Source: an optimization exercise on an open RTL-to-GDS flow (aim: small area, a short achievable clock period and few clock cycles). Production flows keep margins and buffers that such runs may drop. In this exercise RTL edits were held to simulation tests only and were not proved equivalent to the original. No activity file was given, so power comes from the tool's default toggle rates.

[flow/run.sh]
#!/bin/bash
# synth_recipe.tcl (not shown) runs the flow's synth.tcl, then flattens the netlist and writes it again
# the make line also repeats each setting of config.mk as NAME=value (left out here)
make -C /OpenROAD-flow-scripts/flow DESIGN_CONFIG=/design/flow/config.mk WORK_HOME=/design/flow/orfs CLKGATE_MAP_FILE= SYNTH_SCRIPT=/design/flow/synth_recipe.tcl finish
[flow/config.mk]
export PLATFORM = sky130hd
export DESIGN_NAME = pdm_fe
export DESIGN_NICKNAME = pdm_fe
export VERILOG_FILES = /design/flow/design.v
export SDC_FILE = /design/flow/constraint.sdc
export NUM_CORES = 4
export LEC_CHECK = 0
export ABC_CLOCK_PERIOD_IN_PS = 9000
export CAP_MARGIN = 20
export CORE_MARGIN = 2
export CORE_UTILIZATION = 35
export PLACE_DENSITY = 0.55
export SLEW_MARGIN = 20
[flow/constraint.sdc]
create_clock -name core_clock -period 45.0 [get_ports {clk}]
set_input_delay 9.0000 -clock core_clock [delete_from_list [all_inputs] [get_ports {clk}]]
set_output_delay 9.0000 -clock core_clock [all_outputs]
set_load 0.01 [all_outputs]
[flow/design.v]
module fp_mul_seq (
    input  wire        clk,
    input  wire        rst,
    input  wire        start,
    input  wire [31:0] a,
    input  wire [31:0] b,
    output reg         done,
    output wire [31:0] y
);
    localparam M_IDLE = 2'd0, M_MUL = 2'd1, M_NORM = 2'd2, M_RND = 2'd3;
    wire [7:0] ea = a[30:23];
    wire [7:0] eb = b[30:23];
    wire a_nan  = (ea == 8'hFF) && (a[22:0] != 0);
    wire b_nan  = (eb == 8'hFF) && (b[22:0] != 0);
    wire a_inf  = (ea == 8'hFF) && (a[22:0] == 0);
    wire b_inf  = (eb == 8'hFF) && (b[22:0] == 0);
    wire a_zero = (ea == 8'h00) && (a[22:0] == 0);
    wire b_zero = (eb == 8'h00) && (b[22:0] == 0);
    reg  [1:0]  st;
    reg         sy;
    reg         nan_r;
    reg  [23:0] m1;                  
    reg  [23:0] mq;                  
    reg  [47:0] p;
    reg  [3:0]  cnt;
    reg  signed [10:0] e;            
    reg         stk;
    wire [25:0] m3     = {2'b00, m1} + {1'b0, m1, 1'b0};
    wire [25:0] addend = (mq[1:0] == 2'd0) ? 26'd0 :
                         (mq[1:0] == 2'd1) ? {2'b00, m1} :
                         (mq[1:0] == 2'd2) ? {1'b0, m1, 1'b0} : m3;
    wire [26:0] psum   = {3'd0, p[47:24]} + {1'b0, addend};
    wire        rup = p[23] & ((|p[22:0]) | stk | p[24]);
    wire [30:0] mag = {(p[47] ? e[7:0] : 8'd0), p[46:24]} + {30'd0, rup};
    assign y = nan_r ? 32'h7FC00000 :
               (e >= 11'sd255 || mag[30:23] == 8'hFF) ? {sy, 8'hFF, 23'd0} : {sy, mag};
    always @(posedge clk) begin
        done <= 1'b0;
        if (rst) begin
            st <= M_IDLE;
        end else begin
            case (st)
            M_IDLE: if (start) begin
                sy    <= a[31] ^ b[31];
                nan_r <= a_nan || b_nan || (a_inf && b_zero) || (a_zero && b_inf);
                stk   <= 1'b0;
                if (a_nan || b_nan || a_inf || b_inf) begin
                    e    <= 11'sd255;
                    st   <= M_RND;
                end else if (a_zero || b_zero || (ea == 0 && eb == 0)) begin
                    p    <= 48'd0;
                    e    <= 11'sd1;
                    st   <= M_RND;
                end else begin
                    m1  <= {ea != 0, a[22:0]};
                    mq  <= {eb != 0, b[22:0]};
                    p   <= 48'd0;
                    cnt <= 4'd0;
                    e   <= $signed({3'd0, (ea == 0) ? 8'd1 : ea}) + $signed({3'd0, (eb == 0) ? 8'd1 : eb}) - 11'sd126;
                    st  <= M_MUL;
                end
            end
            M_MUL: begin
                p   <= {psum[25:0], p[23:2]};
                mq  <= {2'b00, mq[23:2]};
                cnt <= cnt + 4'd1;
                if (cnt == 4'd11) st <= M_NORM;
            end
            M_NORM: begin
                if (e < -11'sd26) begin
                    p   <= 48'd0;
                    stk <= 1'b1;
                    e   <= 11'sd1;
                    st  <= M_RND;
                end else if (e < -11'sd2) begin
                    p   <= {4'd0, p[47:4]};
                    stk <= stk | (|p[3:0]);
                    e   <= e + 11'sd4;
                end else if (e < 11'sd1) begin
                    p   <= {1'b0, p[47:1]};
                    stk <= stk | p[0];
                    e   <= e + 11'sd1;
                end else if (!p[47] && p[46:44] == 3'd0 && e > 11'sd4) begin
                    p   <= {p[43:0], 4'd0};
                    e   <= e - 11'sd4;
                end else if (!p[47] && e > 11'sd1) begin
                    p   <= {p[46:0], 1'b0};
                    e   <= e - 11'sd1;
                end else begin
                    st  <= M_RND;
                end
            end
            M_RND: begin
                done <= 1'b1;
                st   <= M_IDLE;
            end
            endcase
        end
    end
endmodule
module fp_add2 (
    input  wire        clk,
    input  wire        v,
    input  wire [31:0] a,
    input  wire [31:0] b,
    output reg  [31:0] y
);
    wire [7:0] ea = a[30:23];
    wire [7:0] eb = b[30:23];
    wire a_nan = (ea == 8'hFF) && (a[22:0] != 0);
    wire b_nan = (eb == 8'hFF) && (b[22:0] != 0);
    wire a_inf = (ea == 8'hFF) && (a[22:0] == 0);
    wire b_inf = (eb == 8'hFF) && (b[22:0] == 0);
    wire        swap = b[30:0] > a[30:0];
    wire [7:0]  xa   = (ea == 0) ? 8'd1 : ea;
    wire [7:0]  xb   = (eb == 0) ? 8'd1 : eb;
    wire [7:0]  dab  = xa - xb;
    wire [7:0]  dba  = xb - xa;
    wire [7:0]  d    = swap ? dba : dab;
    wire [23:0] ma   = {ea != 0, a[22:0]};
    wire [23:0] mb   = {eb != 0, b[22:0]};
    wire [23:0] mx   = swap ? mb : ma;
    wire [23:0] mz   = swap ? ma : mb;
    wire [7:0]  ex   = swap ? xb : xa;
    wire        sx   = swap ? b[31] : a[31];
    wire [4:0]  dc   = (d[7:5] != 0) ? 5'd31 : d[4:0];
    wire [26:0] fz   = {mz, 3'b000};
    wire [26:0] fs   = fz >> dc;
    wire [26:0] tmsk = ~(27'h7FFFFFF << dc);            
    wire [26:0] mza  = {fs[26:1], fs[0] | (|(fz & tmsk))};
    reg        r_v, r_sub, r_sx, r_nan, r_inf, r_infs, r_zs;
    reg [7:0]  r_ex;
    reg [23:0] r_mx;
    reg [26:0] r_mza;
    always @(posedge clk) begin
        r_v    <= v;
        r_sub  <= a[31] ^ b[31];
        r_sx   <= sx;
        r_nan  <= a_nan || b_nan || (a_inf && b_inf && (a[31] != b[31]));
        r_inf  <= a_inf || b_inf;
        r_infs <= a_inf ? a[31] : b[31];
        r_zs   <= a[31] & b[31];
        r_ex   <= ex;
        r_mx   <= mx;
        r_mza  <= mza;
    end
    wire [26:0] mx27 = {r_mx, 3'b000};
    wire [27:0] s = r_sub ? ({1'b0, mx27} - {1'b0, r_mza}) : ({1'b0, mx27} + {1'b0, r_mza});
    reg [4:0] lz;
    integer   k;
    always @* begin
        lz = 5'd27;
        for (k = 0; k < 27; k = k + 1)
            if (s[k]) lz = 5'd26 - k[4:0];
    end
    reg [27:0] n;
    reg [8:0]  en;
    reg [4:0]  shl;
    reg [7:0]  ef;
    reg        rup;
    reg [30:0] mag;
    reg [31:0] res;
    always @* begin
        n   = s;
        en  = {1'b0, r_ex};
        shl = 5'd0;
        if (s[27]) begin
            n  = {1'b0, s[27:2], s[1] | s[0]};
            en = {1'b0, r_ex} + 9'd1;
        end else if (!s[26]) begin
            if ({3'd0, lz} < r_ex) shl = lz;
            else                   shl = r_ex[4:0] - 5'd1;
            n  = s << shl;
            en = {1'b0, r_ex} - {4'd0, shl};
        end
        ef  = n[26] ? en[7:0] : 8'd0;
        rup = n[2] & (n[1] | n[0] | n[3]);
        mag = {ef, n[25:3]} + {30'd0, rup};
        if (r_nan)
            res = 32'h7FC00000;
        else if (r_inf)
            res = {r_infs, 8'hFF, 23'd0};
        else if (s == 0)
            res = {r_zs, 31'd0};
        else if (en >= 9'd255 || mag[30:23] == 8'hFF)
            res = {r_sx, 8'hFF, 23'd0};
        else
            res = {r_sx, mag};
    end
    always @(posedge clk)
        if (r_v) y <= res;
endmodule
module fp_quant (
    input  wire [31:0] x,
    output reg  [15:0] q,
    output wire        nan
);
    wire [7:0]  e = x[30:23];
    assign nan = (e == 8'hFF) && (x[22:0] != 0);
    wire [23:0] m  = {1'b1, x[22:0]};
    wire [38:0] r  = {m, 15'd0} - {15'd0, m};           
    wire        hi = r[38];
    wire [23:0] sg = hi ? r[38:15] : r[37:14];
    wire        rb = hi ? r[14] : r[13];
    wire        st = hi ? (|r[13:0]) : (|r[12:0]);
    wire [24:0] sr = {1'b0, sg} + {24'd0, rb & (st | sg[0])};
    wire [7:0]  sh = (hi ? 8'd135 : 8'd136) - e;        
    wire [24:0] ip = sr >> sh[4:0];
    wire        big  = e[7];                             
    wire        tiny = (e < 8'd110);                     
    reg [16:0] mg;
    always @* begin
        if (big)                  mg = 17'h10000;
        else if (tiny)            mg = 17'd0;
        else if (ip[24:16] != 0)  mg = 17'h10000;
        else                      mg = {1'b0, ip[15:0]};
        if (!x[31])
            q = (mg > 17'd32767) ? 16'h7FFF : mg[15:0];
        else
            q = (mg > 17'd32768) ? 16'h8000 : (16'd0 - mg[15:0]);
    end
endmodule
module pdm_fe (
    input  wire         clk,
    input  wire         rst,
    input  wire         cmd_valid,
    output reg          cmd_ready,
    input  wire [39:0]  cmd,
    output reg          rsp_valid,
    output reg  [3:0]   rsp_status,
    output reg  [3:0]   rsp_count,
    output wire [255:0] rsp_data
);
    localparam MAXTAPS = 16;
    localparam NL = 4;                   
    localparam NV = 2 * NL;              
    localparam OP_CLR    = 8'h01, OP_SETLEN = 8'h02, OP_SETFAC = 8'h03,
               OP_LDC    = 8'h04, OP_INIT   = 8'h05, OP_APPLY  = 8'h10,
               OP_UNPK   = 8'h20, OP_DSYNC  = 8'h30, OP_DEC    = 8'h31,
               OP_QNT    = 8'h32, OP_CONV   = 8'h40, OP_RDS    = 8'h50,
               OP_RDC    = 8'h51, OP_RDD    = 8'h52;
    localparam ST_OK = 4'd0, ST_ILLEGAL = 4'd1, ST_STATE = 4'd2, ST_CONFIG = 4'd3,
               ST_RESOURCE = 4'd4, ST_ARG = 4'd5, ST_RANGE = 4'd6, ST_NAN = 4'd7;
    localparam F_POS1 = 32'h3F800000, F_NEG1 = 32'hBF800000;
    localparam SL_IDLE = 4'd0, SL_SAMP = 4'd1, SL_TAP = 4'd2, SL_MUL = 4'd3,
               SL_ISSUE = 4'd4, SL_WAIT = 4'd5, SL_Y = 4'd6, SL_COMMIT = 4'd7,
               SL_QNT = 4'd8;
    integer j, s;
    reg         rst_q;
    always @(posedge clk) rst_q <= rst;
    reg  [39:0] ie0, ie1;
    reg         iwr, ird;
    reg  [1:0]  icnt;
    wire        hv = (icnt != 2'd0);
    wire [39:0] hc = ird ? ie1 : ie0;
    wire        pop;
    wire        push = cmd_valid && cmd_ready;
    wire        popq = pop && hv;
    wire [1:0]  icnt_n = icnt + {1'b0, push} - {1'b0, popq};
    always @(posedge clk) begin
        if (cmd_ready && !iwr) ie0 <= cmd;
        if (cmd_ready &&  iwr) ie1 <= cmd;
        if (rst) begin
            icnt      <= 2'd0;
            iwr       <= 1'b0;
            ird       <= 1'b0;
            cmd_ready <= 1'b1;
        end else begin
            if (push) iwr <= !iwr;
            if (popq) ird <= !ird;
            icnt      <= icnt_n;
            cmd_ready <= (icnt_n != 2'd2);
        end
    end
    reg         ready_st;
    reg  [31:0] len_r;
    reg  [31:0] fac_r;
    reg  [4:0]  cptr_r;
    reg  [31:0] phase_r;
    reg  [31:0] dist_r;                  
    reg  [31:0] coef [0:MAXTAPS-1];
    reg  [31:0] pay  [0:MAXTAPS-1];
    reg  [15:0] gsg;
    reg  [15:0] sgn;
    reg  [4:0]  cnt_r;
    reg  [3:0]  wp_r;
    reg  [4:0]  len_act;                 
    reg         cfin;                    
    wire [7:0]  op = hc[39:32];
    wire [31:0] a  = hc[31:0];
    wire known = (op == OP_CLR)  || (op == OP_SETLEN) || (op == OP_SETFAC) ||
                 (op == OP_LDC)  || (op == OP_INIT)   || (op == OP_APPLY)  ||
                 (op == OP_UNPK) || (op == OP_DSYNC)  || (op == OP_DEC)    ||
                 (op == OP_QNT)  || (op == OP_CONV)   || (op == OP_RDS)    ||
                 (op == OP_RDC)  || (op == OP_RDD);
    wire kind_none = (op == OP_CLR) || (op == OP_INIT) || (op == OP_DSYNC);
    wire kind_u8   = (op == OP_UNPK) || (op == OP_CONV);
    wire illegal   = !known || (kind_none && a != 0) || (kind_u8 && a[31:8] != 0);
    wire need_uninit = (op == OP_SETLEN) || (op == OP_SETFAC) || (op == OP_LDC) || (op == OP_INIT);
    wire need_ready  = (op == OP_APPLY) || (op == OP_DSYNC) || (op == OP_DEC) ||
                       (op == OP_CONV) || (op == OP_RDD);
    wire bad_state   = (need_uninit && ready_st) || (need_ready && !ready_st);
    wire err_cmd     = illegal || bad_state;
    wire [31:0] kdist = dist_r;
    wire [31:0] facm1 = fac_r - 32'd1;
    reg  [7:0]  ktab;
    reg  [2:0]  jtab;
    always @* begin
        case ({fac_r[2:0], kdist[2:0]})
            6'd0: begin ktab = 8'h01; jtab = 3'd0; end
            6'd1: begin ktab = 8'h02; jtab = 3'd1; end
            6'd2: begin ktab = 8'h04; jtab = 3'd2; end
            6'd3: begin ktab = 8'h08; jtab = 3'd3; end
            6'd4: begin ktab = 8'h10; jtab = 3'd4; end
            6'd5: begin ktab = 8'h20; jtab = 3'd5; end
            6'd6: begin ktab = 8'h40; jtab = 3'd6; end
            6'd7: begin ktab = 8'h80; jtab = 3'd7; end
            6'd8: begin ktab = 8'hFF; jtab = 3'd7; end
            6'd9: begin ktab = 8'hFE; jtab = 3'd7; end
            6'd10: begin ktab = 8'hFC; jtab = 3'd7; end
            6'd11: begin ktab = 8'hF8; jtab = 3'd7; end
            6'd12: begin ktab = 8'hF0; jtab = 3'd7; end
            6'd13: begin ktab = 8'hE0; jtab = 3'd7; end
            6'd14: begin ktab = 8'hC0; jtab = 3'd7; end
            6'd15: begin ktab = 8'h80; jtab = 3'd7; end
            6'd16: begin ktab = 8'h55; jtab = 3'd6; end
            6'd17: begin ktab = 8'hAA; jtab = 3'd7; end
            6'd18: begin ktab = 8'h54; jtab = 3'd6; end
            6'd19: begin ktab = 8'hA8; jtab = 3'd7; end
            6'd20: begin ktab = 8'h50; jtab = 3'd6; end
            6'd21: begin ktab = 8'hA0; jtab = 3'd7; end
            6'd22: begin ktab = 8'h40; jtab = 3'd6; end
            6'd23: begin ktab = 8'h80; jtab = 3'd7; end
            6'd24: begin ktab = 8'h49; jtab = 3'd6; end
            6'd25: begin ktab = 8'h92; jtab = 3'd7; end
            6'd26: begin ktab = 8'h24; jtab = 3'd5; end
            6'd27: begin ktab = 8'h48; jtab = 3'd6; end
            6'd28: begin ktab = 8'h90; jtab = 3'd7; end
            6'd29: begin ktab = 8'h20; jtab = 3'd5; end
            6'd30: begin ktab = 8'h40; jtab = 3'd6; end
            6'd31: begin ktab = 8'h80; jtab = 3'd7; end
            6'd32: begin ktab = 8'h11; jtab = 3'd4; end
            6'd33: begin ktab = 8'h22; jtab = 3'd5; end
            6'd34: begin ktab = 8'h44; jtab = 3'd6; end
            6'd35: begin ktab = 8'h88; jtab = 3'd7; end
            6'd36: begin ktab = 8'h10; jtab = 3'd4; end
            6'd37: begin ktab = 8'h20; jtab = 3'd5; end
            6'd38: begin ktab = 8'h40; jtab = 3'd6; end
            6'd39: begin ktab = 8'h80; jtab = 3'd7; end
            6'd40: begin ktab = 8'h21; jtab = 3'd5; end
            6'd41: begin ktab = 8'h42; jtab = 3'd6; end
            6'd42: begin ktab = 8'h84; jtab = 3'd7; end
            6'd43: begin ktab = 8'h08; jtab = 3'd3; end
            6'd44: begin ktab = 8'h10; jtab = 3'd4; end
            6'd45: begin ktab = 8'h20; jtab = 3'd5; end
            6'd46: begin ktab = 8'h40; jtab = 3'd6; end
            6'd47: begin ktab = 8'h80; jtab = 3'd7; end
            6'd48: begin ktab = 8'h41; jtab = 3'd6; end
            6'd49: begin ktab = 8'h82; jtab = 3'd7; end
            6'd50: begin ktab = 8'h04; jtab = 3'd2; end
            6'd51: begin ktab = 8'h08; jtab = 3'd3; end
            6'd52: begin ktab = 8'h10; jtab = 3'd4; end
            6'd53: begin ktab = 8'h20; jtab = 3'd5; end
            6'd54: begin ktab = 8'h40; jtab = 3'd6; end
            6'd55: begin ktab = 8'h80; jtab = 3'd7; end
            6'd56: begin ktab = 8'h81; jtab = 3'd7; end
            6'd57: begin ktab = 8'h02; jtab = 3'd1; end
            6'd58: begin ktab = 8'h04; jtab = 3'd2; end
            6'd59: begin ktab = 8'h08; jtab = 3'd3; end
            6'd60: begin ktab = 8'h10; jtab = 3'd4; end
            6'd61: begin ktab = 8'h20; jtab = 3'd5; end
            6'd62: begin ktab = 8'h40; jtab = 3'd6; end
            6'd63: begin ktab = 8'h80; jtab = 3'd7; end
        default: begin ktab = 8'h00; jtab = 3'd0; end
        endcase
    end
    reg  [7:0]  kmask;
    reg  [2:0]  jl;
    integer     m;
    always @* begin
        kmask = 8'd0;
        jl    = 3'd0;
        if (kdist[31:3] == 0) begin
            if (fac_r[31:3] != 0) begin
                kmask[kdist[2:0]] = 1'b1;
                jl = kdist[2:0];
            end else begin
                kmask = ktab;
                jl    = jtab;
            end
        end
    end
    wire [31:0] ph_new = (kdist[31:3] != 0) ? phase_r + 32'd8 : {29'd0, 3'd7 - jl};
    wire [31:0] di_new = (kdist[31:3] != 0) ? {kdist[31:3] - 29'd1, kdist[2:0]}
                                            : fac_r + {29'h1FFFFFFF, jl};
    reg  [4:0]  pc;                      
    reg  [15:0] psg [0:NV-1];
    reg  [4:0]  pnz [0:NV-1];
    reg  [1:0]  pte [0:NV-1];
    reg         ptl [0:NV-1];
    reg  [7:0]  pend_r;                  
    reg  [15:0] asg [0:NV-1];
    reg  [4:0]  anz [0:NV-1];
    reg         atv [0:NV-1];
    reg  [1:0]  ate [0:NV-1];
    reg         atl [0:NV-1];
    reg         ftv [0:NV-1];
    reg  [1:0]  fte [0:NV-1];
    reg         ftl [0:NV-1];
    reg         running;
    reg  [3:0]  t;
    reg         ph;
    reg  [31:0] creg;
    reg  [8:0]  debt;                    
    reg  [1:0]  pend_e;                  
    reg         conv_cont;
    reg  [7:0]  conv_rem;
    wire        jobs_if = (pc != 0) || (debt != 0);
    wire        busy    = jobs_if || (pend_e != 0);
    wire [4:0]  lm1        = len_act - 5'd1;
    wire        last_issue = running && ph && (t == lm1[3:0]);
    wire        debt_ok    = (debt == 0) || (debt + 9'd4 <= {3'b000, lm1, 1'b0});
    reg  [3:0]  pwait;
    wire        start_now  = (pc != 0) && debt_ok &&
                             (running ? last_issue :
                              (pc == NV || pwait == 4'd15 || !(hv && op == OP_CONV)));
    reg  [3:0]  sst;
    reg  [7:0]  s_mask;
    reg  [2:0]  s_k;
    reg  [3:0]  s_i;
    reg  [3:0]  s_w;
    reg  [31:0] p_slow;
    reg         s_issue;
    reg         s_wc;
    wire        slow_act = (sst != SL_IDLE);
    wire        s_apply  = (op == OP_APPLY);
    reg  [3:0]  cidx;
    always @* begin
        if (slow_act)                   cidx = s_i;
        else if (running || start_now)  cidx = start_now ? 4'd1 : t + 4'd1;
        else                            cidx = a[3:0];
    end
    wire [31:0] cval = coef[cidx];
    reg  [3:0]  dpos;
    wire [3:0]  dphys = wp_r - 4'd1 - dpos;
    wire [31:0] dpay = pay[dphys];
    wire        dgen = gsg[dpos];
    wire        dzero = ({1'b0, dpos} >= cnt_r);
    wire [31:0] dval = dzero ? 32'd0 : dgen ? dpay : (sgn[dpos] ? F_NEG1 : F_POS1);
    wire        fast_ok   = cfin && (gsg == 16'd0) && (len_act[4:1] != 0);
    wire [7:0]  kuse      = conv_cont ? conv_rem : kmask;
    reg  [2:0]  kk;
    always @* begin
        kk = 3'd0;
        for (m = 7; m >= 0; m = m - 1)
            if (kuse[m]) kk = m[2:0];
    end
    wire [7:0]  krest     = kuse & ~(8'd1 << kk);
    wire [23:0] sseq      = {sgn, ~a[0], ~a[1], ~a[2], ~a[3], ~a[4], ~a[5], ~a[6], ~a[7]};
    wire [23:0] wshift    = sseq >> (3'd7 - kk);
    wire [15:0] job_sg    = wshift[15:0];
    wire [4:0]  job_nz    = cnt_r + {2'b00, kk} + 5'd1;
    wire [31:0] acc [0:NL-1];
    reg  [31:0] lb  [0:NL-1];
    genvar g;
    generate
        for (g = 0; g < NL; g = g + 1) begin : g_lane
            wire        sg0 = ph ? asg[NL + g][0] : asg[g][0];
            wire        sg1 = ph ? asg[NL + g][1] : asg[g][1];
            wire [4:0]  nz0 = ph ? anz[NL + g] : anz[g];
            wire        z1  = ({1'b0, t} >= nz0);
            wire [31:0] pf  = z1 ? {creg[31], 31'd0} : {creg[31] ^ sg1, creg[30:0]};
            wire [31:0] p0  = (coef[0][30:0] == 0) ? 32'd0 : {coef[0][31] ^ sg0, coef[0][30:0]};
            wire [31:0] pa;
            wire [31:0] pb;
            wire        iss;
            if (g == 0) begin : g_l0
                assign pb  = slow_act ? p_slow : pf;
                assign iss = running | s_issue;
                assign pa  = slow_act ? ((s_i == 4'd0) ? 32'd0 : acc[g])
                                      : ((t == 4'd1) ? p0 : acc[g]);
            end else begin : g_ln
                assign pb  = pf;
                assign iss = running;
                assign pa  = (t == 4'd1) ? p0 : acc[g];
            end
            fp_add2 u_add (
                .clk(clk), .v(iss), .a(pa), .b(pb), .y(acc[g])
            );
        end
    endgenerate
    reg         f1, f1ph, f2, f2ph;
    reg         chv [0:NV-1];
    reg  [31:0] chy [0:NV-1];
    reg  [1:0]  che [0:NV-1];
    reg         chl [0:NV-1];
    reg         qv;
    reg  [15:0] qq;
    reg  [1:0]  qe;
    reg         ql;
    reg  [2:0]  w;
    wire        q_act  = qv && (qe == 2'd0);
    wire        q_free = !qv || q_act;
    wire        ch_pop = chv[0] && !f2 && q_free;
    wire [31:0] qin = (sst == SL_QNT) ? a : slow_act ? acc[0] : chy[0];
    wire [15:0] q_val;
    wire        q_nan;
    fp_quant u_qnt (.x(qin), .q(q_val), .nan(q_nan));
    wire        s_done   = (sst == SL_COMMIT) || (sst == SL_QNT) ||
                           ((sst == SL_Y) && (s_apply || q_nan));
    reg  [31:0] w0;
    reg  [15:0] qk [1:7];
    reg         unpk;
    assign rsp_data[31:0] = w0;
    generate
        for (g = 1; g < 8; g = g + 1) begin : g_out
            assign rsp_data[32*g +: 32] = unpk ? {qk[g][15], 8'h7F, 23'd0}
                                               : {{16{qk[g][15]}}, qk[g]};
        end
    endgenerate
    reg         sd_gen;
    reg         sd_zero;
    reg         sd_sgn;
    reg  [31:0] sd_val;
    always @* begin
        dpos    = a[3:0];
        sd_gen  = 1'b0;
        sd_zero = 1'b0;
        sd_sgn  = 1'b0;
        sd_val  = 32'd0;
        if (slow_act) begin
            if (s_apply) begin
                dpos = s_i - 4'd1;
                if (s_i == 4'd0) begin
                    sd_gen = 1'b1;
                    sd_val = a;
                end
            end else begin
                dpos = s_i - {1'b0, s_k} - 4'd1;
                if (s_i <= {1'b0, s_k})
                    sd_sgn = !a[s_k - s_i[2:0]];
            end
            if (!(s_apply ? (s_i == 4'd0) : (s_i <= {1'b0, s_k}))) begin
                sd_zero = dzero;
                sd_gen  = !dzero && dgen;
                sd_sgn  = sgn[dpos];
                sd_val  = dpay;
            end
        end
    end
    wire        mul_start;
    wire        mul_done;
    wire [31:0] mul_y;
    fp_mul_seq u_mul (
        .clk(clk), .rst(rst_q), .start(mul_start), .a(sd_val), .b(cval),
        .done(mul_done), .y(mul_y)
    );
    assign mul_start = (sst == SL_TAP) && sd_gen;
    wire c_nan = (cval[30:23] == 8'hFF) && (cval[22:0] != 0);
    wire c_inf = (cval[30:23] == 8'hFF) && (cval[22:0] == 0);
    wire [31:0] sprod = sd_zero ? ((c_nan || c_inf) ? 32'h7FC00000 : {cval[31], 31'd0})
                                : (c_nan ? 32'h7FC00000 : {cval[31] ^ sd_sgn, cval[30:0]});
    reg         d_pop;
    reg         d_job;               
    reg         d_pend;              
    reg         d_conv_commit;
    reg         d_direct;            
    wire        d_other = hv && !slow_act && !busy && !(!err_cmd && op == OP_CONV) &&
                          !(!err_cmd && (op == OP_APPLY || op == OP_QNT));
    reg         d_slow;              
    assign pop = d_pop || s_done;
    always @* begin
        d_pop = 1'b0; d_job = 1'b0; d_pend = 1'b0; d_conv_commit = 1'b0;
        d_direct = 1'b0; d_slow = 1'b0;
        if (hv && !slow_act) begin
            if (!err_cmd && op == OP_CONV && fast_ok) begin
                if (kuse == 8'd0) begin
                    if (jobs_if) begin
                        if (pend_e != 2'd3) begin
                            d_pend = 1'b1; d_conv_commit = 1'b1; d_pop = 1'b1;
                        end
                    end else if (pend_e == 2'd0) begin
                        d_direct = 1'b1; d_conv_commit = 1'b1; d_pop = 1'b1;
                    end
                end else if (jobs_if || pend_e == 2'd0) begin
                    if (start_now || pc != NV) begin
                        d_job = 1'b1;
                        if (krest == 8'd0) begin
                            d_conv_commit = 1'b1; d_pop = 1'b1;
                        end
                    end
                end
            end else if (!busy) begin
                if (!err_cmd && (op == OP_APPLY || op == OP_CONV || op == OP_QNT)) begin
                    d_slow = 1'b1;
                end else begin
                    d_pop = 1'b1;
                    d_direct = 1'b1;
                end
            end
        end
    end
    reg fin_all;
    always @* begin
        fin_all = 1'b1;
        for (m = 0; m < MAXTAPS; m = m + 1)
            if (m < len_r[4:0] && coef[m][30:23] == 8'hFF) fin_all = 1'b0;
    end
    wire        conv_commit = d_conv_commit || (sst == SL_COMMIT);
    wire [31:0] cc_a  = a;
    wire [31:0] cc_ph = ph_new;
    reg  [4:0]  wslot;
    always @* wslot = start_now ? 5'd0 : pc;
    always @(posedge clk) begin
        rsp_valid <= 1'b0;
        s_issue   <= 1'b0;
        if (d_job) begin
            for (s = 0; s < NV; s = s + 1)
                if (wslot == s) begin
                    psg[s] <= job_sg;
                    pnz[s] <= job_nz;
                    pte[s] <= conv_cont ? 2'd0 : pend_e;
                    ptl[s] <= (krest == 8'd0);
                end
        end
        if (start_now) begin
            for (s = 0; s < NV; s = s + 1) begin
                asg[s] <= psg[s];
                anz[s] <= pnz[s];
                atv[s] <= (s < pc);
                ate[s] <= pte[s];
                atl[s] <= ptl[s];
            end
        end else if (running) begin
            for (s = 0; s < NV; s = s + 1)
                if ((s >= NL) == ph) asg[s] <= {1'b0, asg[s][15:1]};
        end
        if (last_issue) begin
            for (s = 0; s < NV; s = s + 1) begin
                ftv[s] <= atv[s];
                fte[s] <= ate[s];
                ftl[s] <= atl[s];
            end
        end
        if (start_now || (running && ph)) creg <= cval;
        if (f2) begin
            for (j = 0; j < NL; j = j + 1) begin
                chy[f2ph ? NL + j : j] <= acc[j];
                che[f2ph ? NL + j : j] <= fte[f2ph ? NL + j : j];
                chl[f2ph ? NL + j : j] <= ftl[f2ph ? NL + j : j];
            end
        end else if (ch_pop) begin
            for (s = 0; s < NV - 1; s = s + 1) begin
                chy[s] <= chy[s + 1];
                che[s] <= che[s + 1];
                chl[s] <= chl[s + 1];
            end
        end
        if (ch_pop) begin
            qq <= q_val;
            qe <= che[0];
            ql <= chl[0];
        end else if (qv && qe != 2'd0) begin
            qe <= qe - 2'd1;
        end
        if (rst_q) begin
            ready_st  <= 1'b0;
            len_r     <= 32'd0;
            fac_r     <= 32'd0;
            cptr_r    <= 5'd0;
            phase_r   <= 32'd0;
            dist_r    <= 32'hFFFFFFFF;
            pc        <= 5'd0;
            pend_r    <= 8'd0;
            running   <= 1'b0;
            debt      <= 9'd0;
            pend_e    <= 2'd0;
            conv_cont <= 1'b0;
            f1        <= 1'b0;
            f2        <= 1'b0;
            qv        <= 1'b0;
            w         <= 3'd0;
            sst       <= SL_IDLE;
            pwait     <= 4'd0;
            for (s = 0; s < NV; s = s + 1) chv[s] <= 1'b0;
        end else begin
            if (start_now) begin
                running <= 1'b1;
                t       <= 4'd1;
                ph      <= 1'b0;
            end else if (last_issue) begin
                running <= 1'b0;
            end else if (running) begin
                ph <= ~ph;
                if (ph) t <= t + 4'd1;
            end
            f1   <= running && (t == lm1[3:0]);
            f1ph <= ph;
            f2   <= f1;
            f2ph <= f1ph;
            if (start_now || pc == 5'd0) pwait <= 4'd0;
            else if (!running && pwait != 4'd15) pwait <= pwait + 4'd1;
            if (start_now) begin
                pc     <= d_job ? 5'd1 : 5'd0;
                pend_r <= d_job ? 8'd1 + {6'd0, (conv_cont ? 2'd0 : pend_e)} : 8'd0;
            end else if (d_job) begin
                pc     <= pc + 5'd1;
                pend_r <= pend_r + 8'd1 + {6'd0, (conv_cont ? 2'd0 : pend_e)};
            end
            if (f2) begin
                for (j = 0; j < NL; j = j + 1)
                    chv[f2ph ? NL + j : j] <= ftv[f2ph ? NL + j : j];
            end else if (ch_pop) begin
                for (s = 0; s < NV - 1; s = s + 1) chv[s] <= chv[s + 1];
                chv[NV - 1] <= 1'b0;
            end
            if (ch_pop)     qv <= 1'b1;
            else if (q_act) qv <= 1'b0;
            debt <= debt + (start_now ? {1'b0, pend_r} : 9'd0) - (qv ? 9'd1 : 9'd0);
            if (qv) begin
                if (qe != 2'd0) begin
                    rsp_valid  <= 1'b1;
                    rsp_status <= ST_OK;
                    rsp_count  <= 4'd0;
                end else begin
                    if (w == 3'd0) w0 <= {{16{qq[15]}}, qq};
                    else           qk[w] <= qq;
                    unpk <= 1'b0;
                    if (ql) begin
                        rsp_valid  <= 1'b1;
                        rsp_status <= ST_OK;
                        rsp_count  <= {1'b0, w} + 4'd1;
                        w          <= 3'd0;
                    end else begin
                        w <= w + 3'd1;
                    end
                end
            end else if (!jobs_if && pend_e != 2'd0) begin
                rsp_valid  <= 1'b1;
                rsp_status <= ST_OK;
                rsp_count  <= 4'd0;
            end
            if (d_pend)
                pend_e <= pend_e + 2'd1;
            else if (d_job)
                pend_e <= 2'd0;
            else if (!qv && !jobs_if && pend_e != 2'd0)
                pend_e <= pend_e - 2'd1;
            if (d_job) begin
                conv_cont <= (krest != 8'd0);
                conv_rem  <= krest;
            end
            if (conv_commit) begin
                for (s = 0; s < MAXTAPS; s = s + 1) begin
                    if (s < 8) begin
                        gsg[s] <= 1'b0;
                        sgn[s] <= !cc_a[7 - s];
                    end else begin
                        gsg[s] <= gsg[s - 8];
                        sgn[s] <= sgn[s - 8];
                    end
                end
                cnt_r   <= (cnt_r >= 5'd8) ? 5'd16 : cnt_r + 5'd8;
                wp_r    <= wp_r + 4'd8;
                phase_r <= cc_ph;
                dist_r  <= di_new;
            end
            if (d_direct) begin
                rsp_valid  <= 1'b1;
                rsp_status <= ST_OK;
                rsp_count  <= 4'd0;
            end
            if (d_other) begin
                if (illegal) begin
                    rsp_status <= ST_ILLEGAL;
                end else if (bad_state) begin
                    rsp_status <= ST_STATE;
                end else begin
                    case (op)
                    OP_CLR: begin
                        ready_st <= 1'b0;
                        len_r    <= 32'd0;
                        fac_r    <= 32'd0;
                        cptr_r   <= 5'd0;
                        phase_r  <= 32'd0;
                        dist_r   <= 32'hFFFFFFFF;
                    end
                    OP_SETLEN: begin
                        len_r  <= a;
                        cptr_r <= 5'd0;
                    end
                    OP_SETFAC: begin
                        fac_r <= a;
                    end
                    OP_LDC: begin
                        if (cptr_r >= MAXTAPS) begin
                            rsp_status <= ST_RESOURCE;
                        end else begin
                            coef[cptr_r[3:0]] <= a;
                            cptr_r <= cptr_r + 5'd1;
                        end
                    end
                    OP_INIT: begin
                        if ($signed(len_r) < 1 || $signed(fac_r) < 1)
                            rsp_status <= ST_CONFIG;
                        else if ($signed(len_r) > MAXTAPS)
                            rsp_status <= ST_RESOURCE;
                        else if (len_r != {27'd0, cptr_r})
                            rsp_status <= ST_ARG;
                        else begin
                            gsg      <= 16'd0;
                            cnt_r    <= 5'd0;
                            wp_r     <= 4'd0;
                            phase_r  <= 32'd0;
                            dist_r   <= facm1;
                            ready_st <= 1'b1;
                            len_act  <= len_r[4:0];
                            cfin     <= fin_all;
                        end
                    end
                    OP_UNPK: begin
                        rsp_count <= 4'd8;
                        w0        <= a[0] ? F_POS1 : F_NEG1;
                        for (j = 1; j < 8; j = j + 1)
                            qk[j] <= {!a[j], 15'd0};
                        unpk      <= 1'b1;
                    end
                    OP_DSYNC: begin
                        phase_r <= 32'd0;
                        dist_r  <= facm1;
                    end
                    OP_DEC: begin
                        if (dist_r == 32'd0) begin
                            phase_r   <= 32'd0;
                            dist_r    <= facm1;
                            rsp_count <= 4'd1;
                            w0        <= a;
                        end else begin
                            phase_r <= phase_r + 32'd1;
                            dist_r  <= dist_r - 32'd1;
                        end
                    end
                    OP_CONV: begin
                    end
                    OP_RDS: begin
                        rsp_count <= 4'd1;
                        case (a)
                        32'd0: w0 <= {31'd0, ready_st};
                        32'd1: w0 <= len_r;
                        32'd2: w0 <= fac_r;
                        32'd3: w0 <= {27'd0, cptr_r};
                        32'd4: w0 <= phase_r;
                        32'd5: w0 <= MAXTAPS;
                        default: begin
                            rsp_status <= ST_RANGE;
                            rsp_count  <= 4'd0;
                        end
                        endcase
                    end
                    OP_RDC: begin
                        if (a >= {27'd0, cptr_r}) begin
                            rsp_status <= ST_RANGE;
                        end else begin
                            rsp_count <= 4'd1;
                            w0        <= cval;
                        end
                    end
                    OP_RDD: begin
                        if (a >= len_r) begin
                            rsp_status <= ST_RANGE;
                        end else begin
                            rsp_count <= 4'd1;
                            w0        <= dval;
                        end
                    end
                    default: ;
                    endcase
                end
            end
            case (sst)
            SL_IDLE: begin
                if (d_slow) begin
                    s_mask  <= (op == OP_APPLY) ? 8'd1 : kmask;
                    s_w     <= 4'd0;
                    sst     <= (op == OP_QNT) ? SL_QNT : SL_SAMP;
                end
            end
            SL_SAMP: begin
                if (s_mask == 8'd0) begin
                    sst <= SL_COMMIT;
                end else begin
                    for (m = 7; m >= 0; m = m - 1)
                        if (s_mask[m]) s_k <= m[2:0];
                    s_i <= 4'd0;
                    sst <= SL_TAP;
                end
            end
            SL_TAP: begin
                if (sd_gen) begin
                    sst       <= SL_MUL;
                end else begin
                    p_slow <= sprod;
                    sst    <= SL_ISSUE;
                end
            end
            SL_MUL: begin
                if (mul_done) begin
                    p_slow <= mul_y;
                    sst    <= SL_ISSUE;
                end
            end
            SL_ISSUE: begin
                s_issue <= 1'b1;
                s_wc    <= 1'b0;
                sst     <= SL_WAIT;
            end
            SL_WAIT: begin
                s_wc <= 1'b1;
                if (s_wc) begin
                    if ({1'b0, s_i} == lm1) begin
                        sst <= SL_Y;
                    end else begin
                        s_i <= s_i + 4'd1;
                        sst <= SL_TAP;
                    end
                end
            end
            SL_Y: begin
                if (s_apply) begin
                    rsp_valid  <= 1'b1;
                    rsp_status <= ST_OK;
                    rsp_count  <= 4'd1;
                    w0         <= acc[0];
                    pay[wp_r]  <= a;
                    wp_r       <= wp_r + 4'd1;
                    gsg        <= {gsg[14:0], 1'b1};
                    sgn        <= {sgn[14:0], 1'b0};
                    cnt_r      <= (cnt_r == 5'd16) ? 5'd16 : cnt_r + 5'd1;
                    sst        <= SL_IDLE;
                end else if (q_nan) begin
                    rsp_valid  <= 1'b1;
                    rsp_status <= ST_NAN;
                    rsp_count  <= 4'd0;
                    sst        <= SL_IDLE;
                end else begin
                    if (s_w == 4'd0) w0 <= {{16{q_val[15]}}, q_val};
                    else             qk[s_w[2:0]] <= q_val;
                    unpk   <= 1'b0;
                    s_w    <= s_w + 4'd1;
                    s_mask <= s_mask & ~(8'd1 << s_k);
                    sst    <= SL_SAMP;
                end
            end
            SL_COMMIT: begin
                rsp_valid  <= 1'b1;
                rsp_status <= ST_OK;
                rsp_count  <= s_w;
                sst        <= SL_IDLE;
            end
            SL_QNT: begin
                rsp_valid <= 1'b1;
                if (q_nan) begin
                    rsp_status <= ST_NAN;
                    rsp_count  <= 4'd0;
                end else begin
                    rsp_status <= ST_OK;
                    rsp_count  <= 4'd1;
                    w0         <= {{16{q_val[15]}}, q_val};
                end
                sst <= SL_IDLE;
            end
            default: sst <= SL_IDLE;
            endcase
        end
        if (rst) rsp_valid <= 1'b0;
    end
endmodule
==> run notes, run 1 <==
Cells after Synth 18500; CTS buffer count approximately 320; FF+latch area 0.0803 sq mm; Pwr Density about 36 mW/mm^2; Crit. End Element flip-flop; Finished Layout Cells roughly 25000; final hold violation count 0; RePlAce Congestion between 1 and 1.5; Post-synth EDFFs between 2000 and 2500; Worst-path clk slew 0.06 ns; Net Count, Synth between 15000 and 20000; setup repair bufs after CTS 0; status no timing/DRC/antenna violations; R2R setup slack approximately 32 ns; largest net degree at the start of global routing 121; slew margin rel. 6.17%; die width approximately 710 um; worst reg2reg startpoint sst[3]; Area contributors post-synth edfxtp_1 (41%), nand2_1 (5.4%), dfxtp_1 (5.1%); Skew-Pair Late Insertion Delay 1.04 ns; initial antenna violation count 120; max_cap viols 0; Async SR Flop Fraction 0%; hold_sp ptl[4]; Primary FF master, synth edfxtp_1; DRC violation count after routing 0; Rows 260; Clock Tree Root clkbuf_16; cell family with most CP delay compound AO/OA/AOI/OAI gates; placed insts 24800; Final setup viols 0; Fillers roughly 49000; Leak ~72 nW; final slew viol count 0; Starting DRT DRC Count about 22000; Clock Sinks around 2800; crit-path most repeated cell ha_1; Synth cell types between 100 and 150; Worst path depth 32; Wirelength per Cell roughly 30 um; WHS Path Cells 0; Starting Density between 30% and 40%; CTS tree done; Worst Path Buf+Inv 4; PostCTS Resize Cnt 0; via/cell ratio roughly 6; YS warnings 28; crit path launch sst[3]; post-synthesis sequential area ratio 45.6%; Worst Path Required between 40 and 50 ns; worst clock skew 0.124 ns; layout cells sized above 1 under 10%; CTS hold repair buffers 0; Mean Syn Cell Area 9.51 sq um; die footprint a little over 0.5 sq mm; Worst Max-Slew Pin Slew 1.39 ns; Reg2Reg Capture Point w0[18]; Clock Path Buffers 4; min Tclk post-route 13.27 ns; period utilization roughly 29%; I/O pins 309; FF+latch count, synth around 2800; Slowest cell on crit path dfxtp_2; Layout Nets around 19000; # H-tree levels 5; global-route wire length before repair between 1000000 and 1500000 um; CP Launch Type flip-flop; Crit path arrival time 14.11 ns; crit-path max cell delay ~0.93 ns; post-detail-place hpwl around 570000 um; Core ar. around 0.50 sq mm; CP Max Fanout 53; WHS Endpoint atl[4]; GR Overflow Total 0; multi-input logic area 0.0890 sq mm; synthesized area 0.176 sq mm; die height 713 um; top cell type's share of synthesized area ~40%; drt total wl roughly 790000 um; PortBufs about 310; GRT Total Usage just under 30%; Peak VDD IR about 0.036 mV; Antenna Violating Nets Remaining 0; R2R depth 32; via count around 160k; iteration count of the initial detailed-routing pass 13; RSZ-0062 raised after global routing no; synthesis-to-finish area growth 12.7%; post-synth top area cell edfxtp_1; Max Clock Freq 75.4 MHz; CP Class reg2reg; vias in the first global route between 100k and 150k; setup TNS 0 ns; Worst Hold Class reg2reg
## synthesized netlist by cell type (242+ instances only)
library cell     n
nor2_1        1540
nand2_1       2521
nor2b_1        260
a22oi_1        243
a21oi_1       1222
dfxtp_1        447
inv_1          677
clkbuf_1       944
edfxtp_1      2376
o21ai_0       1000
ha_1           649
and3_1         242
nor3_1         437
nand3_1        659
mux2i_1        377
xnor2_1        364
## sequential cells by signal, summed over array words and instances, names as in the netlist, 48 cells and up
name / count
pay: 512
g_lane.u_add.r_mx: 96
psg: 128
g_lane.u_add.y: 128
chy: 256
u_mul.p: 48
qk: 112
asg: 128
coef: 512
g_lane.u_add.r_mza: 108
## layout by cell type, fill, tap and decap left out, drive strengths merged, types with 166 or more instances in the layout
master	netlist	routed
a211oi	204	204
a21o	207	207
a21oi	1224	1224
a22oi	243	243
a31oi	175	175
and2	180	180
and3	242	242
buf	326	538
clkbuf	946	412
clkdlybuf4s50	0	308
dfxtp	447	447
edfxtp	2376	2376
ha	649	649
inv	688	706
mux2	166	166
mux2i	380	380
mux4	178	178
nand2	2521	2521
nand3	660	660
nand4	211	211
nor2	1552	1552
nor2b	260	260
nor3	441	441
nor4	232	232
o21a	194	194
o21ai	1025	1025
o22ai	197	197
xnor2	366	366
xor2	219	219
## cell type report
class                           count  share of cell area, %
Multi-Input combinational cell  13700                   44.8
Sequential cell                  2823                   40.5
Clock buffer                      411                   4.34
Tap cell                         6681                   4.21
Timing Repair Buffer              847                   3.65
Inverter                          701                   1.34
Clock inverter                    173                  0.996
Antenna cell                      112                  0.141
## layer usage
layer  part of all wire [%]  global-route usage, %
met5                  0.045                      0
met4                    6.4                   16.4
met3                     11                   7.47
met2                     41                   42.0
met1                     42                   41.0
## cells by family (layout without fill, tap and decap cells)
kind of cell	after synthesis	in the layout	share of synthesized area, %
mux	724	724	5.51
xor+xnor	585	585	2.93
other cells	1	113	0.00213
flops	2823	2823	45.6
fa+ha+maj	679	679	4.93
buf+inv	1973	2132	4.56
compound gates	4875	4875	18.4
simple gates	6849	6849	18.1
## power breakdown
part	internal [W]	total, W	switching (W)
clock network	0.00152	0.00268	0.00116
logic	0.000435	0.00151	0.00107
registers	0.00298	0.00304	0.0000586
total	0.00493	0.00723	0.00230
## worst max path at each step
| stage | endpoint | slack, ns |
|---|---|---|
| 6_report | w0[18] | 31.73 |
| 5_1_grt | w0[18] | 31.18 |
| 4_1_cts | w0[16] | 32.21 |
| 3_5_place_dp | w0[15] | 32.26 |
| 3_3_place_gp | w0[19] | 31.88 |
| 2_1_floorplan | u_mul.m1[0] | 34.04 |
## worst register-to-register path, delay by kind of cell, from the launching register on
kind	cells	cell delay [ns]
adder cells (fa/ha/maj)	4	1.41
AND/OR/NAND/NOR	12	3.26
buffers and inverters	4	1.78
AO/OA/AOI/OAI	11	4.92
XOR/XNOR	1	0.83
flip-flops	1	0.93
## through the flow
stage	worst slack (ns)	utilization (%)	instance area (sq um)	hold slack (ns)	total power (W)
after global placement	31.88	37.4	187000	0.397	0.00454
after CTS	32.21	39.5	198000	0.362	0.00722
after detailed placement	32.26	37.4	187000	0.404	0.00455
final	31.73	39.6	198000	0.376	0.00723
after global routing	31.18	39.6	198000	0.394	0.00741
after floorplan	34.04	-	176000	0.389	0.00382
Testbench counts, summed over its fixed seeds: cycles 5,808.
==> run 2, diff against run 1 <==
--- a/flow/design.v
+++ b/flow/design.v
@@ -24,6 +24,7 @@
     reg  [47:0] p;
     reg  [3:0]  cnt;
     reg  signed [10:0] e;            
+    reg  [7:0]  xb;                  
     reg         stk;
     wire [25:0] m3     = {2'b00, m1} + {1'b0, m1, 1'b0};
     wire [25:0] addend = (mq[1:0] == 2'd0) ? 26'd0 :
@@ -56,7 +57,8 @@
                     mq  <= {eb != 0, b[22:0]};
                     p   <= 48'd0;
                     cnt <= 4'd0;
-                    e   <= $signed({3'd0, (ea == 0) ? 8'd1 : ea}) + $signed({3'd0, (eb == 0) ? 8'd1 : eb}) - 11'sd126;
+                    e   <= $signed({3'd0, (ea == 0) ? 8'd1 : ea});
+                    xb  <= (eb == 0) ? 8'd1 : eb;
                     st  <= M_MUL;
                 end
             end
@@ -64,6 +66,7 @@
                 p   <= {psum[25:0], p[23:2]};
                 mq  <= {2'b00, mq[23:2]};
                 cnt <= cnt + 4'd1;
+                if (cnt == 4'd0) e <= e + $signed({3'd0, xb}) - 11'sd126;
                 if (cnt == 4'd11) st <= M_NORM;
             end
             M_NORM: begin
@@ -146,6 +149,14 @@
     end
     wire [26:0] mx27 = {r_mx, 3'b000};
     wire [27:0] s = r_sub ? ({1'b0, mx27} - {1'b0, r_mza}) : ({1'b0, mx27} + {1'b0, r_mza});
+    wire        ra  = s[3] & (s[2] | s[1] | s[0] | s[4]);
+    wire [8:0]  eap = {1'b0, r_ex} + 9'd1;
+    wire [30:0] mga = {eap[7:0], s[26:4]} + {30'd0, ra};
+    wire        rb  = s[2] & (s[1] | s[0] | s[3]);
+    wire [30:0] mgb = {(s[26] ? r_ex : 8'd0), s[25:3]} + {30'd0, rb};
+    wire        rc  = s[1] & (s[0] | s[2]);
+    wire [7:0]  ecm = r_ex - 8'd1;
+    wire [30:0] mgc = {ecm, s[24:2]} + {30'd0, rc};
     reg [4:0] lz;
     integer   k;
     always @* begin
@@ -153,39 +164,26 @@
         for (k = 0; k < 27; k = k + 1)
             if (s[k]) lz = 5'd26 - k[4:0];
     end
-    reg [27:0] n;
-    reg [8:0]  en;
-    reg [4:0]  shl;
-    reg [7:0]  ef;
-    reg        rup;
-    reg [30:0] mag;
+    wire [4:0]  shl = ({3'd0, lz} < r_ex) ? lz : (r_ex[4:0] - 5'd1);
+    wire [27:0] n   = s << shl;
+    wire [7:0]  en  = r_ex - {3'd0, shl};
+    wire [30:0] mgn = {(n[26] ? en : 8'd0), n[25:3]};
     reg [31:0] res;
     always @* begin
-        n   = s;
-        en  = {1'b0, r_ex};
-        shl = 5'd0;
-        if (s[27]) begin
-            n  = {1'b0, s[27:2], s[1] | s[0]};
-            en = {1'b0, r_ex} + 9'd1;
-        end else if (!s[26]) begin
-            if ({3'd0, lz} < r_ex) shl = lz;
-            else                   shl = r_ex[4:0] - 5'd1;
-            n  = s << shl;
-            en = {1'b0, r_ex} - {4'd0, shl};
-        end
-        ef  = n[26] ? en[7:0] : 8'd0;
-        rup = n[2] & (n[1] | n[0] | n[3]);
-        mag = {ef, n[25:3]} + {30'd0, rup};
         if (r_nan)
             res = 32'h7FC00000;
         else if (r_inf)
             res = {r_infs, 8'hFF, 23'd0};
         else if (s == 0)
             res = {r_zs, 31'd0};
-        else if (en >= 9'd255 || mag[30:23] == 8'hFF)
-            res = {r_sx, 8'hFF, 23'd0};
+        else if (s[27])
+            res = (eap[7:0] == 8'hFF || mga[30:23] == 8'hFF) ? {r_sx, 8'hFF, 23'd0} : {r_sx, mga};
+        else if (s[26] || (s[25] && r_ex == 8'd1))
+            res = (mgb[30:23] == 8'hFF) ? {r_sx, 8'hFF, 23'd0} : {r_sx, mgb};
+        else if (s[25])
+            res = {r_sx, mgc};
         else
-            res = {r_sx, mag};
+            res = {r_sx, mgn};
     end
     always @(posedge clk)
         if (r_v) y <= res;
@@ -244,7 +242,7 @@
     localparam F_POS1 = 32'h3F800000, F_NEG1 = 32'hBF800000;
     localparam SL_IDLE = 4'd0, SL_SAMP = 4'd1, SL_TAP = 4'd2, SL_MUL = 4'd3,
                SL_ISSUE = 4'd4, SL_WAIT = 4'd5, SL_Y = 4'd6, SL_COMMIT = 4'd7,
-               SL_QNT = 4'd8;
+               SL_QNT = 4'd8, SL_YQ = 4'd9, SL_QNT0 = 4'd10;
     integer j, s;
     reg         rst_q;
     always @(posedge clk) rst_q <= rst;
@@ -285,6 +283,9 @@
     reg  [4:0]  cnt_r;
     reg  [3:0]  wp_r;
     reg  [4:0]  len_act;                 
+    reg  [4:0]  lm1;                     
+    reg  [8:0]  dlim;                    
+    reg         dlim_ok;                 
     reg         cfin;                    
     wire [7:0]  op = hc[39:32];
     wire [31:0] a  = hc[31:0];
@@ -412,14 +413,13 @@
     reg         ph;
     reg  [31:0] creg;
     reg  [8:0]  debt;                    
-    reg  [1:0]  pend_e;                  
+    reg  [4:0]  pend_e;                  
     reg         conv_cont;
     reg  [7:0]  conv_rem;
     wire        jobs_if = (pc != 0) || (debt != 0);
     wire        busy    = jobs_if || (pend_e != 0);
-    wire [4:0]  lm1        = len_act - 5'd1;
     wire        last_issue = running && ph && (t == lm1[3:0]);
-    wire        debt_ok    = (debt == 0) || (debt + 9'd4 <= {3'b000, lm1, 1'b0});
+    wire        debt_ok    = (debt == 0) || (dlim_ok && debt <= dlim);
     reg  [3:0]  pwait;
     wire        start_now  = (pc != 0) && debt_ok &&
                              (running ? last_issue :
@@ -433,10 +433,13 @@
     reg         s_issue;
     reg         s_wc;
     wire        slow_act = (sst != SL_IDLE);
+    reg         slow_r, slow_l;      
+    reg         qnt_r;               
+    reg         qn_r;                
     wire        s_apply  = (op == OP_APPLY);
     reg  [3:0]  cidx;
     always @* begin
-        if (slow_act)                   cidx = s_i;
+        if (slow_r)                     cidx = s_i;
         else if (running || start_now)  cidx = start_now ? 4'd1 : t + 4'd1;
         else                            cidx = a[3:0];
     end
@@ -475,9 +478,9 @@
             wire [31:0] pb;
             wire        iss;
             if (g == 0) begin : g_l0
-                assign pb  = slow_act ? p_slow : pf;
+                assign pb  = slow_l ? p_slow : pf;
                 assign iss = running | s_issue;
-                assign pa  = slow_act ? ((s_i == 4'd0) ? 32'd0 : acc[g])
+                assign pa  = slow_l ? ((s_i == 4'd0) ? 32'd0 : acc[g])
                                       : ((t == 4'd1) ? p0 : acc[g]);
             end else begin : g_ln
                 assign pb  = pf;
@@ -502,20 +505,18 @@
     wire        q_act  = qv && (qe == 2'd0);
     wire        q_free = !qv || q_act;
     wire        ch_pop = chv[0] && !f2 && q_free;
-    wire [31:0] qin = (sst == SL_QNT) ? a : slow_act ? acc[0] : chy[0];
+    wire [31:0] qin = slow_r ? (qnt_r ? a : acc[0]) : chy[0];
     wire [15:0] q_val;
     wire        q_nan;
     fp_quant u_qnt (.x(qin), .q(q_val), .nan(q_nan));
     wire        s_done   = (sst == SL_COMMIT) || (sst == SL_QNT) ||
-                           ((sst == SL_Y) && (s_apply || q_nan));
+                           ((sst == SL_Y) && (s_apply || qn_r));
     reg  [31:0] w0;
-    reg  [15:0] qk [1:7];
-    reg         unpk;
+    reg  [31:0] wk [1:7];
     assign rsp_data[31:0] = w0;
     generate
         for (g = 1; g < 8; g = g + 1) begin : g_out
-            assign rsp_data[32*g +: 32] = unpk ? {qk[g][15], 8'h7F, 23'd0}
-                                               : {{16{qk[g][15]}}, qk[g]};
+            assign rsp_data[32*g +: 32] = wk[g];
         end
     endgenerate
     reg         sd_gen;
@@ -565,24 +566,31 @@
     reg         d_pend;              
     reg         d_conv_commit;
     reg         d_direct;            
-    wire        d_other = hv && !slow_act && !busy && !(!err_cmd && op == OP_CONV) &&
-                          !(!err_cmd && (op == OP_APPLY || op == OP_QNT));
+    reg         d_other;             
     reg         d_slow;              
+    wire        init_ok  = !($signed(len_r) < 1 || $signed(fac_r) < 1) &&
+                           !($signed(len_r) > MAXTAPS) && (len_r == {27'd0, cptr_r});
+    wire        lanes_idle = !running && (pc == 0);
+    wire        pendable = !err_cmd &&
+                           ((op == OP_CLR) || (op == OP_SETLEN) || (op == OP_SETFAC) || (op == OP_DSYNC) ||
+                            (lanes_idle && ((op == OP_LDC && !cptr_r[4]) || (op == OP_INIT && init_ok))));
+    wire        flush    = !qv && !jobs_if && (pend_e != 5'd0);
+    wire [4:0]  pe_after = pend_e - {4'd0, flush};
     assign pop = d_pop || s_done;
     always @* begin
         d_pop = 1'b0; d_job = 1'b0; d_pend = 1'b0; d_conv_commit = 1'b0;
-        d_direct = 1'b0; d_slow = 1'b0;
+        d_direct = 1'b0; d_slow = 1'b0; d_other = 1'b0;
         if (hv && !slow_act) begin
             if (!err_cmd && op == OP_CONV && fast_ok) begin
                 if (kuse == 8'd0) begin
-                    if (jobs_if) begin
-                        if (pend_e != 2'd3) begin
+                    if (busy) begin
+                        if (pend_e != 5'd31) begin
                             d_pend = 1'b1; d_conv_commit = 1'b1; d_pop = 1'b1;
                         end
-                    end else if (pend_e == 2'd0) begin
+                    end else begin
                         d_direct = 1'b1; d_conv_commit = 1'b1; d_pop = 1'b1;
                     end
-                end else if (jobs_if || pend_e == 2'd0) begin
+                end else if (conv_cont || pe_after[4:2] == 3'd0) begin
                     if (start_now || pc != NV) begin
                         d_job = 1'b1;
                         if (krest == 8'd0) begin
@@ -596,7 +604,10 @@
                 end else begin
                     d_pop = 1'b1;
                     d_direct = 1'b1;
+                    d_other = 1'b1;
                 end
+            end else if (pendable && pend_e != 5'd31) begin
+                d_pend = 1'b1; d_pop = 1'b1; d_other = 1'b1;
             end
         end
     end
@@ -619,7 +630,7 @@
                 if (wslot == s) begin
                     psg[s] <= job_sg;
                     pnz[s] <= job_nz;
-                    pte[s] <= conv_cont ? 2'd0 : pend_e;
+                    pte[s] <= conv_cont ? 2'd0 : pe_after[1:0];
                     ptl[s] <= (krest == 8'd0);
                 end
         end
@@ -663,6 +674,10 @@
         end else if (qv && qe != 2'd0) begin
             qe <= qe - 2'd1;
         end
+        if (sst == SL_YQ || sst == SL_QNT0) begin
+            qq   <= q_val;
+            qn_r <= q_nan;
+        end
         if (rst_q) begin
             ready_st  <= 1'b0;
             len_r     <= 32'd0;
@@ -674,13 +689,15 @@
             pend_r    <= 8'd0;
             running   <= 1'b0;
             debt      <= 9'd0;
-            pend_e    <= 2'd0;
+            pend_e    <= 5'd0;
             conv_cont <= 1'b0;
             f1        <= 1'b0;
             f2        <= 1'b0;
             qv        <= 1'b0;
             w         <= 3'd0;
             sst       <= SL_IDLE;
+            slow_r    <= 1'b0;
+            slow_l    <= 1'b0;
             pwait     <= 4'd0;
             for (s = 0; s < NV; s = s + 1) chv[s] <= 1'b0;
         end else begin
@@ -702,10 +719,10 @@
             else if (!running && pwait != 4'd15) pwait <= pwait + 4'd1;
             if (start_now) begin
                 pc     <= d_job ? 5'd1 : 5'd0;
-                pend_r <= d_job ? 8'd1 + {6'd0, (conv_cont ? 2'd0 : pend_e)} : 8'd0;
+                pend_r <= d_job ? 8'd1 + {6'd0, (conv_cont ? 2'd0 : pe_after[1:0])} : 8'd0;
             end else if (d_job) begin
                 pc     <= pc + 5'd1;
-                pend_r <= pend_r + 8'd1 + {6'd0, (conv_cont ? 2'd0 : pend_e)};
+                pend_r <= pend_r + 8'd1 + {6'd0, (conv_cont ? 2'd0 : pe_after[1:0])};
             end
             if (f2) begin
                 for (j = 0; j < NL; j = j + 1)
@@ -724,8 +741,7 @@
                     rsp_count  <= 4'd0;
                 end else begin
                     if (w == 3'd0) w0 <= {{16{qq[15]}}, qq};
-                    else           qk[w] <= qq;
-                    unpk <= 1'b0;
+                    else           wk[w] <= {{16{qq[15]}}, qq};
                     if (ql) begin
                         rsp_valid  <= 1'b1;
                         rsp_status <= ST_OK;
@@ -735,17 +751,15 @@
                         w <= w + 3'd1;
                     end
                 end
-            end else if (!jobs_if && pend_e != 2'd0) begin
+            end else if (flush) begin
                 rsp_valid  <= 1'b1;
                 rsp_status <= ST_OK;
                 rsp_count  <= 4'd0;
             end
-            if (d_pend)
-                pend_e <= pend_e + 2'd1;
-            else if (d_job)
-                pend_e <= 2'd0;
-            else if (!qv && !jobs_if && pend_e != 2'd0)
-                pend_e <= pend_e - 2'd1;
+            if (d_job)
+                pend_e <= 5'd0;
+            else
+                pend_e <= pe_after + {4'd0, d_pend};
             if (d_job) begin
                 conv_cont <= (krest != 8'd0);
                 conv_rem  <= krest;
@@ -815,6 +829,9 @@
                             dist_r   <= facm1;
                             ready_st <= 1'b1;
                             len_act  <= len_r[4:0];
+                            lm1      <= len_r[4:0] - 5'd1;
+                            dlim     <= {3'b000, len_r[4:0], 1'b0} - 9'd6;
+                            dlim_ok  <= (len_r[4:0] >= 5'd3);
                             cfin     <= fin_all;
                         end
                     end
@@ -822,8 +839,7 @@
                         rsp_count <= 4'd8;
                         w0        <= a[0] ? F_POS1 : F_NEG1;
                         for (j = 1; j < 8; j = j + 1)
-                            qk[j] <= {!a[j], 15'd0};
-                        unpk      <= 1'b1;
+                            wk[j] <= {!a[j], 8'h7F, 23'd0};
                     end
                     OP_DSYNC: begin
                         phase_r <= 32'd0;
@@ -877,12 +893,20 @@
                     endcase
                 end
             end
+            if (d_slow) begin
+                slow_r <= 1'b1;
+                slow_l <= 1'b1;
+                qnt_r  <= (op == OP_QNT);
+            end else if (s_done) begin
+                slow_r <= 1'b0;
+                slow_l <= 1'b0;
+            end
             case (sst)
             SL_IDLE: begin
                 if (d_slow) begin
                     s_mask  <= (op == OP_APPLY) ? 8'd1 : kmask;
                     s_w     <= 4'd0;
-                    sst     <= (op == OP_QNT) ? SL_QNT : SL_SAMP;
+                    sst     <= (op == OP_QNT) ? SL_QNT0 : SL_SAMP;
                 end
             end
             SL_SAMP: begin
@@ -918,7 +942,7 @@
                 s_wc <= 1'b1;
                 if (s_wc) begin
                     if ({1'b0, s_i} == lm1) begin
-                        sst <= SL_Y;
+                        sst <= SL_YQ;
                     end else begin
                         s_i <= s_i + 4'd1;
                         sst <= SL_TAP;
@@ -937,15 +961,14 @@
                     sgn        <= {sgn[14:0], 1'b0};
                     cnt_r      <= (cnt_r == 5'd16) ? 5'd16 : cnt_r + 5'd1;
                     sst        <= SL_IDLE;
-                end else if (q_nan) begin
+                end else if (qn_r) begin
                     rsp_valid  <= 1'b1;
                     rsp_status <= ST_NAN;
                     rsp_count  <= 4'd0;
                     sst        <= SL_IDLE;
                 end else begin
-                    if (s_w == 4'd0) w0 <= {{16{q_val[15]}}, q_val};
-                    else             qk[s_w[2:0]] <= q_val;
-                    unpk   <= 1'b0;
+                    if (s_w == 4'd0) w0 <= {{16{qq[15]}}, qq};
+                    else             wk[s_w[2:0]] <= {{16{qq[15]}}, qq};
                     s_w    <= s_w + 4'd1;
                     s_mask <= s_mask & ~(8'd1 << s_k);
                     sst    <= SL_SAMP;
@@ -957,15 +980,17 @@
                 rsp_count  <= s_w;
                 sst        <= SL_IDLE;
             end
+            SL_YQ:   sst <= SL_Y;
+            SL_QNT0: sst <= SL_QNT;
             SL_QNT: begin
                 rsp_valid <= 1'b1;
-                if (q_nan) begin
+                if (qn_r) begin
                     rsp_status <= ST_NAN;
                     rsp_count  <= 4'd0;
                 end else begin
                     rsp_status <= ST_OK;
                     rsp_count  <= 4'd1;
-                    w0         <= {{16{q_val[15]}}, q_val};
+                    w0         <= {{16{qq[15]}}, qq};
                 end
                 sst <= SL_IDLE;
             end
==> flow/config.mk (replaced) <==
export PLATFORM = sky130hd
export DESIGN_NAME = pdm_fe
export DESIGN_NICKNAME = pdm_fe
export VERILOG_FILES = /design/flow/design.v
export SDC_FILE = /design/flow/constraint.sdc
export NUM_CORES = 4
export LEC_CHECK = 0
export CAP_MARGIN = 40
export CORE_MARGIN = 2
export CORE_UTILIZATION = 22
export PLACE_DENSITY = 0.3
export SLEW_MARGIN = 30
==> run 2 against run 1 <==
Hold slack worse by 0.0040 ns. Cell area is 6.6% higher. Critical path depth is 31 lower. Still clean on timing, DRC and antenna.
==> run notes, run 2 <==
status no timing/DRC/antenna violations; slew margin rel. 33.4% (+27 points); post-detail-place hpwl 693000 um (+22%); Cells after Synth 18900 (+2.2%); Layout Nets 19900 (+4.3%); Clock Path Buffers 4 (unchanged); WHS Path Cells 0 (unchanged); Overall Power 0.00732 W (+1.3%); # H-tree levels 5 (unchanged); largest family of logic cells by synthesized area simple AND/OR/NAND/NOR gates; Peak VDD IR 0.0315 mV (-13%); YS warnings 28 (unchanged); post-synthesis xor/xnor area fraction 4.07% (+1.1 points); Starting Density 22.1% (-13 points); via count 156000 (-0.69%); worst clock skew 0.146 ns (+0.0220 ns); largest net degree at the start of global routing 117 (-3.3%); GRT Total Usage 21.7% (-7.9 points); Crit path arrival time 2.70 ns (-11.41 ns); CTS buffer count 372 (+17%); Slowest cell on crit path edfxtp_1; worst reg2reg startpoint ird; I/O pins 309 (unchanged); CTS hold repair buffers 0 (unchanged); min Tclk post-route 11.70 ns (-1.57 ns); via/cell ratio 5.13 (-17%); post-synth top area cell edfxtp_1; hold slack 0.372 ns (-0.00399 ns); setup TNS 0 ns (unchanged); R2R depth 32 (unchanged); final slew viol count 0 (unchanged); initial antenna violation count 134 (+12%); Worst Path Buf+Inv 1 (-3); PortBufs 308 (unchanged); Crit. End Element primary output; Core ar. 0.816 sq mm (+63%); iteration count of the initial detailed-routing pass 8 (-5); Starting DRT DRC Count 15900 (-29%); Antenna Violating Nets Remaining 0 (unchanged); Final WS setup 33.30 ns (+1.57 ns); Area contributors post-synth edfxtp_1 (40%), nand2_1 (5.4%), dfxtp_1 (5.0%); post-synthesis mux area share 5.54% (+0.032 points); synthesized area 0.180 sq mm (+2.3%); RePlAce Congestion 0.906 (-15%); Async SR Flop Fraction 0% (unchanged); Post-synth EDFFs 2409 (+1.4%); post-synthesis sequential area ratio 45.2% (-0.41 points); Worst Hold Class reg2reg; Worst Path Required 36.00 ns (-9.84 ns); setup repair bufs after CTS 0 (unchanged); CP Max Fanout 2 (-96%); cell family with most CP delay flip-flops; Mean Syn Cell Area 9.51 sq um (about the same); commonest cells in the synthesized netlist nand2_1 (2611), edfxtp_1 (2409), nor2_1 (1646); Adder-Cell Fraction of Synth Area 5.13% (+0.20 points); CP Launch Type flip-flop; DRC violation count after routing 0 (unchanged); vias in the first global route 151000 (+5.8%); Worst-path clk slew 0.07 ns (about the same); Core Util, Final 25.9% (-14 points); global-route wire length before repair 1280000 um (+17%); GR Overflow Total 0 (unchanged); CTS tree done; Primary FF master, synth edfxtp_1; Net Count, Synth 19700 (+2.4%); hold_sp pnz[4][4]; R2R setup slack 33.99 ns (+2.26 ns); Synth Area in Simple Gates 17.9% (-0.23 points); Clock Tree Root clkbuf_16; drt total wl 935000 um (+19%); max_cap viols 0 (unchanged)
[run 2: cell types whose count changed in the layout (fill, tap and decap cells not counted), sizes merged, moves of 84 or more]
| cell | before | now |
|---|---|---|
| nor2 | 1552 | 1649 |
| nor2b | 260 | 162 |
| nand3 | 660 | 446 |
| xnor2 | 366 | 623 |
| nand2 | 2521 | 2611 |
| and2 | 180 | 321 |
| buf | 538 | 826 |
| clkbuf | 412 | 496 |
| a31oi | 175 | 292 |
[run 2: worst max path at each step]
stage,from,end,slack [ns],cells past startpoint
after CTS,w0[9],rsp_data[9],33.22,1
after global placement,cmd_valid,cmd_ready,34.08,8
final,w0[9],rsp_data[9],33.30,1
after detailed placement,cmd_valid,cmd_ready,34.18,8
after floorplan,cmd_valid,cmd_ready,34.77,7
after global routing,ird,qq[3],33.19,33
[run 2: cells by family after synthesis]
kind of cell / count (synthesis)
compound gates: 4830
other cells: 1
buf+inv: 1989
mux: 760
fa+ha+maj: 723
xor+xnor: 836
simple gates: 6922
flops: 2860
[run 2: metrics by stage]
| stage | cell area [sq um] | cells |
|---|---|---|
| global placement | 198000 | 29500 |
| global route | 211000 | 30300 |
| finish | 212000 | 30400 |
| floorplan | 180000 | 18900 |
| CTS | 211000 | 30300 |
| detailed placement | 199000 | 29600 |
[run 2: report_power, final]
group	switching, W	leakage (nW)	internal (W)
Clock	0.00129	5.75	0.00169
Sequential	0.0000492	25.2	0.00298
Combinational	0.000940	43.4	0.000373
Total	0.00228	74.4	0.00504
[run 2: area by class of cell]
| cell class | instances | area, sq um |
|---|---|---|
| fillers | 87100 | 605000 |
| inverters | 723 | 2740 |
| clock inverters | 195 | 1750 |
| multi-input cells | 14100 | 92100 |
| diodes | 33 | 82.6 |
| well taps | 10900 | 13600 |
| clock buffers | 484 | 10100 |
| flip-flops and latches | 2860 | 81400 |
| repair buffers | 1148 | 9870 |
[run 2: metal layers]
metal	track usage, %	vias to the layer above	part of all wire (%)
met2	35.6	4780	46
li1	-	70700	-
met3	2.78	973	5.3
met5	0	-	0.022
met4	6.11	30	3.3
met1	30.0	79300	45
Testbench counts of run 2, summed over its fixed seeds: cycles 5,752.

Setup slack of run 2, layout unchanged: 33.300 ns with ideal ports, 33.163 ns with driving cells assumed (clock clkbuf_16, inputs buf_2), 33.991 ns with port delays also shifted by the 1.161 ns mid clock arrival.
